From an optimization exercise on the open Yosys and OpenROAD flow, aimed at small area, a short achievable clock period and few clock cycles per item; shortcuts taken in it are not production practice. RTL that was checked went through simulation tests only; none was proved equivalent to the original. Power figures rest on the tool's default switching activity, not on a simulated workload.

the reference run:
==> flow/design.v <==
module sfd_tx (
    input  wire        clk,
    input  wire        rst,
    input  wire        in_valid,
    input  wire [7:0]  in_op,
    input  wire [7:0]  in_dest,
    input  wire [7:0]  in_byte,
    input  wire        in_last,
    input  wire        in_empty,
    output wire        in_ready,
    output wire        tx_valid,
    output wire [7:0]  tx_byte,
    input  wire        tx_ready
);
    localparam [7:0] MARKER       = 8'h1B;
    localparam [7:0] LIT_SENTINEL = 8'h1C;
    localparam [7:0] OP_DATA      = 8'h44;
    reg  [7:0]  buf_mem [0:31];
    reg  [5:0]  top;           
    reg         pf_v;          
    reg  [7:0]  pf_b;
    reg         in_rdy;        
    reg         in_cmd;        
    reg         ib_v;          
    reg  [7:0]  ib_byte;
    reg         ib_last;
    reg         ib_empty;
    reg         col_isd;       
    reg  [7:0]  col_op;
    reg  [7:0]  col_dest;
    reg  [5:0]  cnt;           
    reg         pair;          
    reg         s_pend;        
    reg         col_closed;    
    reg         carry;         
    reg         carry_last;    
    reg         cap;           
    reg         rdy_valid;
    reg  [7:0]  rdy_op;
    reg  [7:0]  rdy_dest;
    reg  [5:0]  rdy_end;       
    reg         active;        
    reg  [5:0]  pos;           
    reg         out_src;       
    reg  [5:0]  out_end;       
    reg  [15:0] seq;
    reg         tx_v;
    reg  [7:0]  tx_b;
    assign in_ready = in_rdy;
    assign tx_valid = tx_v;
    assign tx_byte  = tx_b;
    function [5:0] inc6(input [5:0] x);
        inc6 = x ^ {&x[4:0], &x[3:0], &x[2:0], &x[1:0], x[0], 1'b1};
    endfunction
    function [5:0] dec6(input [5:0] x);
        dec6 = x ^ {~|x[4:0], ~|x[3:0], ~|x[2:0], ~|x[1:0], ~x[0], 1'b1};
    endfunction
    function [4:0] inc5(input [4:0] x);
        inc5 = x ^ {&x[3:0], &x[2:0], &x[1:0], x[0], 1'b1};
    endfunction
    wire        fire     = in_valid && in_rdy;
    wire        consume  = ib_v && cap;
    wire        is_mk    = (ib_byte == MARKER) && !ib_empty;
    wire        is_m     = col_isd && is_mk;
    wire        two      = is_m && pair;
    wire        c30      = (cnt == 6'd39);
    wire        c31      = (cnt == 6'd40);
    wire        nofit    = two && c31;
    wire [5:0]  cnt1     = inc6(cnt);
    wire [5:0]  cnt2     = {inc5(cnt[5:1]), cnt[0]};
    wire [5:0]  ncnt     = two ? cnt2 : cnt1;
    wire        close    = ib_last || ib_empty || c31 || (c30 && two);
    wire [5:0]  close_len = ib_empty ? cnt : nofit ? 6'd40 : ncnt;
    reg  [7:0]  hdr;
    always @(*) begin
        case (pos[3:0])
            4'd0, 4'd1, 4'd2: hdr = MARKER;
            4'd4:             hdr = seq[15:8];
            4'd5:             hdr = seq[7:0];
            4'd6:             hdr = out_src ? col_op : rdy_op;
            4'd7:             hdr = out_src ? col_dest : rdy_dest;
            4'd9:             hdr = {2'b00, out_end - 6'd9};
            default:          hdr = 8'h00;
        endcase
    end
    wire        in_body  = (pos >= 6'd10);
    wire [7:0]  next_b   = in_body ? pf_b : hdr;
    wire        adv      = !tx_v || tx_ready;  
    wire        ready_b  = !in_body || pf_v;   
    wire        emit     = adv && active && ready_b;
    wire        idle     = adv && !active;
    wire        pos_last = (pos == out_end);
    wire        done     = emit && pos_last;
    wire        want     = done || idle;
    wire        take_rdy = want && rdy_valid;
    wire        take_col = want && !rdy_valid && col_closed;
    wire        pos_lt8  = (pos[5:3] == 3'd0);
    wire        hold     = active && pos_lt8;
    wire        to_rdy   = col_closed && !take_col && !rdy_valid && !(hold && !out_src);
    wire        col_move = take_col || to_rdy;
    wire        push     = emit || take_rdy || take_col;
    wire [7:0]  push_b   = emit ? next_b : MARKER;
    wire        rd       = emit && in_body;
    wire        buf_rd   = !top[5] && (!pf_v || rd);
    wire        occ31    = (top == 6'd30);
    wire        occ32    = (top == 6'd31);
    wire        wr_in    = consume && !ib_empty;
    wire        wr_s     = s_pend && !occ32;
    wire        wr       = wr_in || wr_s;
    wire        full_n   = !buf_rd && (occ32 || (occ31 && wr));
    wire        spend_n  = consume ? (two && !nofit) : (s_pend && !wr_s);
    wire        closed_n = (consume && close) || (col_closed && (col_move ? carry_last : 1'b1));
    wire        cap_n    = !spend_n && !closed_n && !full_n;
    wire        ibv_n    = fire || (ib_v && !consume);
    wire        active_n = want ? (take_rdy || take_col) : active;
    wire        lt8_n    = emit ? (done || (pos[5:3] == 3'd0 && pos[2:0] != 3'd7)) : (idle || pos_lt8);
    wire        src_n    = take_rdy ? 1'b0 : take_col ? 1'b1 : out_src;
    wire        in_cmd_n = fire ? !(in_last || in_empty) : in_cmd;
    wire        colbusy_n = ibv_n || closed_n || (active_n && lt8_n && src_n);
    wire        in_rdy_n = (!ibv_n || cap_n) && !(!in_cmd_n && colbusy_n);
    integer i;
    always @(posedge clk) begin
        if (wr) begin
            for (i = 31; i > 0; i = i - 1)
                buf_mem[i] <= buf_mem[i - 1];
            buf_mem[0] <= s_pend ? LIT_SENTINEL : ib_byte;
        end
        if (in_rdy) begin
            ib_byte  <= in_byte;
            ib_last  <= in_last;
            ib_empty <= in_empty;
        end
        if (in_rdy && !in_cmd) begin
            col_op   <= in_op;
            col_dest <= in_dest;
            col_isd  <= (in_op == OP_DATA);
        end
        if (to_rdy) begin
            rdy_op   <= col_op;
            rdy_dest <= col_dest;
            rdy_end  <= cnt;
        end
        if (take_rdy) begin
            out_src  <= 1'b0;
            out_end  <= rdy_end;
        end
        if (take_col) begin
            out_src  <= 1'b1;
            out_end  <= cnt;
        end
        if (buf_rd)
            pf_b <= buf_mem[top[4:0]];
        if (adv)
            tx_b <= push_b;
    end
    always @(posedge clk) begin
        if (rst) begin
            top        <= 6'h3F;
            pf_v       <= 1'b0;
            in_rdy     <= 1'b1;
            in_cmd     <= 1'b0;
            ib_v       <= 1'b0;
            cnt        <= 6'd9;
            pair       <= 1'b0;
            s_pend     <= 1'b0;
            col_closed <= 1'b0;
            carry      <= 1'b0;
            carry_last <= 1'b0;
            cap        <= 1'b1;
            rdy_valid  <= 1'b0;
            active     <= 1'b0;
            pos        <= 6'd0;
            seq        <= 16'h0000;
            tx_v       <= 1'b0;
        end else begin
            if (wr && !buf_rd)
                top <= inc6(top);
            else if (buf_rd && !wr)
                top <= dec6(top);
            pf_v <= buf_rd || (pf_v && !rd);
            in_rdy <= in_rdy_n;
            in_cmd <= in_cmd_n;
            ib_v   <= ibv_n;
            cap    <= cap_n;
            s_pend <= spend_n;
            if (adv)
                tx_v <= push;
            if (emit) begin
                if (done) begin
                    seq <= (seq == 16'hFFFE) ? 16'h0000 : seq + 16'd1;
                    pos <= 6'd0;
                end else begin
                    pos <= pos + 6'd1;
                end
            end else if (idle) begin
                pos <= 6'd1;
            end
            if (want)
                active <= take_rdy || take_col;
            if (take_rdy)
                rdy_valid <= 1'b0;
            if (to_rdy)
                rdy_valid <= 1'b1;
            if (col_move) begin
                col_closed <= carry_last;
                cnt        <= carry ? 6'd10 : 6'd9;
                pair       <= carry;
                carry      <= 1'b0;
                carry_last <= 1'b0;
            end
            if (consume) begin
                if (close) begin
                    col_closed <= 1'b1;
                    cnt        <= close_len;
                    carry      <= nofit;
                    carry_last <= nofit && ib_last;
                end else begin
                    cnt        <= ncnt;
                    pair       <= is_m && !pair;
                end
            end
        end
    end
endmodule
export LEC_CHECK = 0
export CAP_MARGIN = 20
export CORE_MARGIN = 2
export CORE_UTILIZATION = 65
export CTS_CLUSTER_DIAMETER = 120
export CTS_CLUSTER_SIZE = 28
export PLACE_DENSITY = 0.75
export SETUP_SLACK_MARGIN = 3.65
export SLEW_MARGIN = 20
create_clock -name core_clock -period 6.0 [get_ports {clk}]
standard.sh (not shown) runs the stock make flow with config.mk's settings and CLKGATE_MAP_FILE= SYNTH_SCRIPT=/design/flow/synth_recipe.tcl, a recipe that flattens the netlist after the stock synthesis.
==> flow/flow/run.sh <==
#!/bin/bash
# The standard layout (the standard.sh, ORFS make targets), with one change:
# the port buffers that buffer_ports inserts are sky130_fd_sc_hd__buf_4 cells
# instead of the default choice (clkdlybuf4s50_1, a slow delay cell).
# Each tool's output goes to a log of its own: ORFS keeps its per-step logs
# under orfs/logs/, and make's own output goes to make_finish.log here.
set -euo pipefail
bash standard.sh "BUFFER_PORTS_ARGS=-buffer_cell sky130_fd_sc_hd__buf_4" finish > make_finish.log 2>&1
Testbench counts of the reference run, summed over its fixed seeds: cycles 47,888, bytes 31,638.
Relative to the reference run, the following input files were edited for the trial run:
diff --git a/flow/design.v b/flow/design.v
--- a/flow/design.v
+++ b/flow/design.v
@@ -39,10 +39,11 @@
     reg  [7:0]  rdy_op;
     reg  [7:0]  rdy_dest;
     reg  [5:0]  rdy_end;       
     reg         active;        
     reg  [5:0]  pos;           
+    reg         pos_last;      
     reg         out_src;       
     reg  [5:0]  out_end;       
     reg  [15:0] seq;
     reg         tx_v;
     reg  [7:0]  tx_b;
@@ -87,11 +88,10 @@
     wire [7:0]  next_b   = in_body ? pf_b : hdr;
     wire        adv      = !tx_v || tx_ready;  
     wire        ready_b  = !in_body || pf_v;   
     wire        emit     = adv && active && ready_b;
     wire        idle     = adv && !active;
-    wire        pos_last = (pos == out_end);
     wire        done     = emit && pos_last;
     wire        want     = done || idle;
     wire        take_rdy = want && rdy_valid;
     wire        take_col = want && !rdy_valid && col_closed;
     wire        pos_lt8  = (pos[5:3] == 3'd0);
@@ -99,10 +99,17 @@
     wire        to_rdy   = col_closed && !take_col && !rdy_valid && !(hold && !out_src);
     wire        col_move = take_col || to_rdy;
     wire        push     = emit || take_rdy || take_col;
     wire [7:0]  push_b   = emit ? next_b : MARKER;
     wire        rd       = emit && in_body;
+    reg  [7:0]  rdata;
+    integer k;
+    always @(*) begin
+        rdata = 8'h00;
+        for (k = 0; k < 32; k = k + 1)
+            rdata = rdata | (buf_mem[k] & {8{top[4:0] == k}});
+    end
     wire        buf_rd   = !top[5] && (!pf_v || rd);
     wire        occ31    = (top == 6'd30);
     wire        occ32    = (top == 6'd31);
     wire        wr_in    = consume && !ib_empty;
     wire        wr_s     = s_pend && !occ32;
@@ -147,11 +154,11 @@
         if (take_col) begin
             out_src  <= 1'b1;
             out_end  <= cnt;
         end
         if (buf_rd)
-            pf_b <= buf_mem[top[4:0]];
+            pf_b <= rdata;
         if (adv)
             tx_b <= push_b;
     end
     always @(posedge clk) begin
         if (rst) begin
@@ -168,10 +175,11 @@
             carry_last <= 1'b0;
             cap        <= 1'b1;
             rdy_valid  <= 1'b0;
             active     <= 1'b0;
             pos        <= 6'd0;
+            pos_last   <= 1'b0;
             seq        <= 16'h0000;
             tx_v       <= 1'b0;
         end else begin
             if (wr && !buf_rd)
                 top <= inc6(top);
@@ -185,17 +193,20 @@
             s_pend <= spend_n;
             if (adv)
                 tx_v <= push;
             if (emit) begin
                 if (done) begin
-                    seq <= (seq == 16'hFFFE) ? 16'h0000 : seq + 16'd1;
-                    pos <= 6'd0;
+                    seq      <= (seq == 16'hFFFE) ? 16'h0000 : seq + 16'd1;
+                    pos      <= 6'd0;
+                    pos_last <= 1'b0;
                 end else begin
-                    pos <= pos + 6'd1;
+                    pos      <= pos + 6'd1;
+                    pos_last <= (pos + 6'd1 == out_end);
                 end
             end else if (idle) begin
-                pos <= 6'd1;
+                pos      <= 6'd1;
+                pos_last <= 1'b0;
             end
             if (want)
                 active <= take_rdy || take_col;
             if (take_rdy)
                 rdy_valid <= 1'b0;
## What came out
Between the reference run and the trial run, number of gates resized after CTS is higher for the reference run, the trial run comes in under that. Die boundary width (lower): the reference run. Across both runs, worst hold slack was lower for the trial run than for the reference run. Re clock power share: the trial run is 1.1 points down on the reference run. Taking the reference run as the reference, in the trial run sequential share of layout area moved down, total number of sequential cells level, core area moved up, routed wire length moved up.
The RTL of the trial run was laid out without a check of its function.

## TR
Starts from the design.v that is shown in full above.
export LEC_CHECK = 0
export CAP_MARGIN = 20
export CORE_MARGIN = 2
export CORE_UTILIZATION = 65
export CTS_CLUSTER_DIAMETER = 100
export CTS_CLUSTER_SIZE = 24
export PLACE_DENSITY = 0.75
export SETUP_SLACK_MARGIN = 3.65
export SLEW_MARGIN = 20
create_clock -name core_clock -period 6.0 [get_ports {clk}]
Scripts as last shown in full above: flow/flow/run.sh
Testbench counts of TR, summed over its fixed seeds: cycles 47,888, bytes 31,638.
Modified inputs, JK compared to TR
diff --git a/flow/design.v b/flow/design.v
--- a/flow/design.v
+++ b/flow/design.v
@@ -16,7 +16,8 @@
     localparam [7:0] LIT_SENTINEL = 8'h1C;
     localparam [7:0] OP_DATA      = 8'h44;
     reg  [7:0]  buf_mem [0:31];
-    reg  [5:0]  top;           
+    reg  [5:0]  wp;            
+    reg  [5:0]  rp;            
     reg         pf_v;          
     reg  [7:0]  pf_b;
     reg         in_rdy;        
@@ -35,6 +36,7 @@
     reg         carry;         
     reg         carry_last;    
     reg         cap;           
+    reg         wen;           
     reg         rdy_valid;
     reg  [7:0]  rdy_op;
     reg  [7:0]  rdy_dest;
@@ -51,9 +53,6 @@
     assign tx_byte  = tx_b;
     function [5:0] inc6(input [5:0] x);
         inc6 = x ^ {&x[4:0], &x[3:0], &x[2:0], &x[1:0], x[0], 1'b1};
-    endfunction
-    function [5:0] dec6(input [5:0] x);
-        dec6 = x ^ {~|x[4:0], ~|x[3:0], ~|x[2:0], ~|x[1:0], ~x[0], 1'b1};
     endfunction
     function [4:0] inc5(input [4:0] x);
         inc5 = x ^ {&x[3:0], &x[2:0], &x[1:0], x[0], 1'b1};
@@ -101,9 +100,11 @@
     wire        push     = emit || take_rdy || take_col;
     wire [7:0]  push_b   = emit ? next_b : MARKER;
     wire        rd       = emit && in_body;
-    wire        buf_rd   = !top[5] && (!pf_v || rd);
-    wire        occ31    = (top == 6'd30);
-    wire        occ32    = (top == 6'd31);
+    wire        buf_rd   = (wp != rp) && (!pf_v || rd);
+    wire [5:0]  wp1      = wp + 6'd1;
+    wire [5:0]  rp_lap   = {~rp[5], rp[4:0]};
+    wire        occ31    = (wp1 == rp_lap);
+    wire        occ32    = (wp == rp_lap);
     wire        wr_in    = consume && !ib_empty;
     wire        wr_s     = s_pend && !occ32;
     wire        wr       = wr_in || wr_s;
@@ -118,13 +119,9 @@
     wire        in_cmd_n = fire ? !(in_last || in_empty) : in_cmd;
     wire        colbusy_n = ibv_n || closed_n || (active_n && lt8_n && src_n);
     wire        in_rdy_n = (!ibv_n || cap_n) && !(!in_cmd_n && colbusy_n);
-    integer i;
     always @(posedge clk) begin
-        if (wr) begin
-            for (i = 31; i > 0; i = i - 1)
-                buf_mem[i] <= buf_mem[i - 1];
-            buf_mem[0] <= s_pend ? LIT_SENTINEL : ib_byte;
-        end
+        if (wen)
+            buf_mem[wp[4:0]] <= s_pend ? LIT_SENTINEL : ib_byte;
         if (in_rdy) begin
             ib_byte  <= in_byte;
             ib_last  <= in_last;
@@ -149,13 +146,14 @@
             out_end  <= cnt;
         end
         if (buf_rd)
-            pf_b <= buf_mem[top[4:0]];
+            pf_b <= buf_mem[rp[4:0]];
         if (adv)
             tx_b <= push_b;
     end
     always @(posedge clk) begin
         if (rst) begin
-            top        <= 6'h3F;
+            wp         <= 6'd0;
+            rp         <= 6'd0;
             pf_v       <= 1'b0;
             in_rdy     <= 1'b1;
             in_cmd     <= 1'b0;
@@ -167,21 +165,23 @@
             carry      <= 1'b0;
             carry_last <= 1'b0;
             cap        <= 1'b1;
+            wen        <= 1'b1;
             rdy_valid  <= 1'b0;
             active     <= 1'b0;
             pos        <= 6'd0;
             seq        <= 16'h0000;
             tx_v       <= 1'b0;
         end else begin
-            if (wr && !buf_rd)
-                top <= inc6(top);
-            else if (buf_rd && !wr)
-                top <= dec6(top);
+            if (wr)
+                wp <= wp1;
+            if (buf_rd)
+                rp <= rp + 6'd1;
             pf_v <= buf_rd || (pf_v && !rd);
             in_rdy <= in_rdy_n;
             in_cmd <= in_cmd_n;
             ib_v   <= ibv_n;
             cap    <= cap_n;
+            wen    <= cap_n || (spend_n && !full_n);
             s_pend <= spend_n;
             if (adv)
                 tx_v <= push;
==> comparison <==
JK: all stages complete, timing, DRC and antenna checks passed
The total via count after detailed routing of JK falls short of that of TR by 932.
Looking at highest metal layer with signal wires, the met5 result is from JK; the met4 one comes from TR.
Maximum frequency delta for JK relative to TR: about 2.4% higher
Worst hold slack improves in JK relative to TR.
Changes observed in JK relative to TR: total power density per cell area has increased, final worst slack picked up an extra 0.057 ns, initial core utilization about even, count of clock-buffer cells in the layout shows an increase of 1.
Testbench counts of JK, summed over its fixed seeds: cycles 47,888, bytes 31,638.

[re-timing with driven ports]
In the flow no input, the clock included, has a driving cell. The finished layouts below were timed again as built, in two steps.
Step 1, drivers: a clkbuf_16 drives clk and a buf_2 each remaining input, both assumed.
Step 2, shift: input delay + t, output delay - t, t = (earliest + latest rising clock arrival at the registers) / 2. This alone moves slack from input paths to output paths.
Three values: ideal, step 1, step 2; two values: the first two.
run	t, ns	setup WS [ns]	clock arrival spread, ns	worst register clock-pin slew, ns	worst slew at a driven data input, ns
the reference run	0.572	3.552 / 3.552 / 3.045	0.026 / 0.027	0.11 / 0.11	0.05
the trial run	0.567	3.628 / 3.618 / 3.125	0.041 / 0.042	0.12 / 0.12	0.04
TR	0.567	3.530 / 3.530 / 3.046	0.023 / 0.023	0.10 / 0.10	0.05
JK	0.576	3.587 / 3.596 / 3.020	0.028 / 0.028	0.10 / 0.10	0.04
After both steps every run listed still meets setup and hold. The setup slack of JK, which loses most, moves by +0.009 ns with the drivers and by -0.567 ns with both steps.
